What follows belongs to an exercise in optimizing a design on an open flow for small area, a short achievable clock period and few clock cycles; a production flow would make more cautious choices.
In this exercise RTL edits were held to simulation tests only and were not proved equivalent to the original.
Power is estimated from default activity; no workload was simulated.

// py8bit_core
module py8bit_core (
    input  wire        clk,
    input  wire        rst,          
    input  wire        host_we,
    input  wire [7:0]  host_addr,
    input  wire [7:0]  host_wdata,
    output reg  [7:0]  host_rdata,   
    input  wire [2:0]  reg_sel,
    output reg  [7:0]  reg_rdata,    
    output wire [7:0]  pc,
    output wire [3:0]  flags,        
    output wire        halted
);
make LEC_CHECK=0 CAP_MARGIN=20 CORE_MARGIN=2 CORE_UTILIZATION=40 CTS_BUF_LIST=sky130_fd_sc_hd__clkbuf_8 CTS_CLUSTER_SIZE=25 SETUP_SLACK_MARGIN=4.5 SLEW_MARGIN=40 TNS_END_PERCENT=10 finish   # period 8.0 ns
run.sh (not shown) runs the stock make flow with config.mk's settings and CLKGATE_MAP_FILE= SYNTH_SCRIPT=/design/flow/synth_recipe.tcl, a recipe that flattens the netlist after the stock synthesis.
Testbench counts at the start, summed over its fixed seeds: cycles 61,609.
Edit:
--- a/flow/design.v
+++ b/flow/design.v
@@ -20,71 +20,75 @@
     localparam OP_AND   = 4'd6;
     localparam OP_OR    = 4'd7;
     localparam OP_XOR   = 4'd8;
     localparam OP_NOT   = 4'd9;
     localparam OP_SHL   = 4'd10;
     localparam OP_SHR   = 4'd11;
     localparam OP_JMP   = 4'd12;
     localparam OP_JZ    = 4'd13;
     localparam OP_JNZ   = 4'd14;
     localparam OP_HALT  = 4'd15;
-    localparam LB = 2;               
+    localparam LB = 4;               
     localparam NB = 1 << LB;
     localparam RB = 8 - LB;          
     localparam NR = 1 << RB;         
     reg [7:0]    mem [0:255];        
     reg [7:0]    regs [0:7];
     reg [7:0]    pc_q;               
-    reg [7:0]    fh_q [0:NB-1];      
-    reg [7:0]    fl_q [0:NB-1];
-    reg [7:0]    ih_q, il_q;         
+    reg [3:0]    f0h_q;              
+    reg [3:0]    f0l_q;
+    reg [3:0]    fch_q;              
+    reg [3:0]    fcl_q;
+    reg [3:0]    ih_q;               
+    reg [3:0]    il_q;
     reg [15:0]   ir_q;               
     reg [7:0]    ipc_q;              
     reg          xv_q;               
     reg          d_load, d_store, d_mov, d_alu;
     reg          taken_q;            
-    reg [NB-1:0] usel_q;             
     reg          halted_q;
     reg          flag_z, flag_c, flag_n, flag_v;
     wire [3:0] opcode = ir_q[15:12];
     wire [3:0] rd     = ir_q[11:8];
     wire [3:0] rs1    = ir_q[7:4];
     wire [3:0] rs2    = ir_q[3:0];
     wire [7:0] addr   = ir_q[7:0];
     wire x_load  = xv_q && d_load;
     wire x_store = xv_q && d_store;
     wire x_alu   = xv_q && d_alu;
     wire taken   = taken_q;
     wire [7:0] val_rs1 = rs1[3] ? 8'h00 : regs[rs1[2:0]];
     wire [7:0] val_rs2 = rs2[3] ? 8'h00 : regs[rs2[2:0]];
     wire [7:0] val_rd  = rd[3]  ? 8'h00 : regs[rd[2:0]];
     wire [7:0]    fa    = taken ? addr : pc_q;
     wire [LB-1:0] fab   = fa[LB-1:0];
     wire [LB-1:0] fab1  = fab + 1'b1;
     wire [LB-1:0] ldb   = addr[LB-1:0];
-    wire [7:0]   hh = 8'd1 << host_addr[7:5];
-    wire [7:0]   hl = 8'd1 << host_addr[4:2];
+    wire [3:0]   hh = 4'd1 << host_addr[7:6];
+    wire [3:0]   hl = 4'd1 << host_addr[5:4];
     reg [7:0]    bout [0:NB-1];
-    reg [7:0]    bh, bl;
+    reg [3:0]    bh;
+    reg [3:0]    bl;
     integer b, r;
     always @(*) begin
         for (b = 0; b < NB; b = b + 1) begin
             if (halted_q) begin
                 bh = hh; bl = hl;
-            end else if (usel_q[b]) begin
+            end else if (taken_q || (x_load && addr[LB-1:0] == b)) begin
                 bh = ih_q; bl = il_q;
             end else begin
-                bh = fh_q[b]; bl = fl_q[b];
+                bh = (b == 0) ? f0h_q : fch_q;
+                bl = (b == 0) ? f0l_q : fcl_q;
             end
             bout[b] = 8'h00;
             for (r = 0; r < NR; r = r + 1)
-                bout[b] = bout[b] | (mem[r * NB + b] & {8{bh[r / 8] & bl[r % 8]}});
+                bout[b] = bout[b] | (mem[r * NB + b] & {8{bh[r / 4] & bl[r % 4]}});
         end
     end
     wire [15:0]   fword = {bout[fab1], bout[fab]};
     wire [LB-1:0] bsel  = halted_q ? host_addr[LB-1:0] : ldb;
     wire [7:0]    rbyte = bout[bsel];
     reg [7:0] alu_y;
     reg       alu_c, alu_v;
     reg [8:0] sum;
     always @(*) begin
         sum   = 9'd0;
@@ -146,45 +150,40 @@
                          ((f_op == OP_JZ)  &&  z_fwd) ||
                          ((f_op == OP_JNZ) && !z_fwd);
     wire       f_load = (f_op == OP_LOAD);
     wire [7:0]    nfa    = f_ok ? fa + 8'd2 : fa;
     wire [RB-1:0] nfrow  = nfa[7:LB];
     wire [RB-1:0] nfrow0 = nfa[7:LB] + (nfa[LB-1:0] == {LB{1'b1}});
     integer k;
     always @(posedge clk) begin
         if (rst) begin
             pc_q     <= 8'h00;
-            for (k = 0; k < NB; k = k + 1)
-            begin
-                fh_q[k] <= 8'd1;
-                fl_q[k] <= 8'd1;
-            end
+            f0h_q    <= 4'd1;
+            f0l_q    <= 4'd1;
+            fch_q    <= 4'd1;
+            fcl_q    <= 4'd1;
             xv_q     <= 1'b0;
             taken_q  <= 1'b0;
-            usel_q   <= {NB{1'b0}};
             halted_q <= 1'b0;
         end else if (!halted_q) begin
             pc_q <= nfa;
-            for (k = 0; k < NB; k = k + 1)
-            begin
-                fh_q[k] <= 8'd1 << ((k == 0) ? nfrow0[5:3] : nfrow[5:3]);
-                fl_q[k] <= 8'd1 << ((k == 0) ? nfrow0[2:0] : nfrow[2:0]);
-            end
+            f0h_q <= 4'd1 << nfrow0[3:2];
+            f0l_q <= 4'd1 << nfrow0[1:0];
+            fch_q <= 4'd1 << nfrow[3:2];
+            fcl_q <= 4'd1 << nfrow[1:0];
             xv_q     <= f_ok && !f_halt;
             taken_q  <= f_ok && f_taken;
-            for (k = 0; k < NB; k = k + 1)
-                usel_q[k] <= f_ok && (f_taken || (f_load && fword[LB-1:0] == k));
             halted_q <= f_ok && f_halt;
             if (f_ok) begin
                 ir_q    <= fword;
-                ih_q    <= 8'd1 << fword[7:5];
-                il_q    <= 8'd1 << fword[4:2];
+                ih_q    <= 4'd1 << fword[7:6];
+                il_q    <= 4'd1 << fword[5:4];
                 ipc_q   <= fa;
                 d_load  <= (f_op == OP_LOAD);
                 d_store <= (f_op == OP_STORE);
                 d_mov   <= (f_op == OP_MOV);
                 d_alu   <= (f_op >= OP_ADD) && (f_op <= OP_SHR);
             end
         end
     end
     wire reg_we = (x_alu || x_load || (xv_q && d_mov)) && !rd[3];
     wire [7:0] reg_wdata = x_load ? rbyte : alu_y;
Effect:
- The changed run produced a clean layout
- non-clock buffer count climbs by 147
- final area climbs by 3.9%
- routed wire length drops by 2.8%
- total power climbs by 24%
- global-route usage drops by 1.9 points
- setup slack got worse by 0.24 ns
- cell count climbs by 7.2%
- clock power drops by about 0.5%
- die area climbs by 3.1%
- via count climbs by 7.1%
- count of clock-buffer cells in the layout drops by 24
Testbench counts after the change, summed over its fixed seeds: cycles 57,564.

==> re-timing with driven ports <==
The flow's constraints put no driver on any port. The routed layouts listed below were extracted and timed again, unchanged, in two steps.
Step 1: set_driving_cell puts a clkbuf_16 on clk and a buf_2 on each other input, an assumption about the parent block.
Step 2 times the ports against the registers' clock, not the clock port: input delays grow and output delays shrink by t, the midpoint of the rising clock arrivals with the driver on.
Slacks: ideal / step 1 / step 2; pairs: ideal / step 1.
run | t, ns | slack for setup (ns) | worst hold slack (ns) | worst setup path after step 2
the first run | 1.216 | 3.540 / 3.459 / 2.243 | 0.491 / 0.491 / 0.491 | input to register
the second run | 1.151 | 3.296 / 3.296 / 2.195 | 0.483 / 0.483 / 0.483 | input to register
After both steps setup and hold are still met in every run listed. For the first run, which loses most, drivers alone change the setup slack by -0.081 ns; drivers and shift together by -1.297 ns.
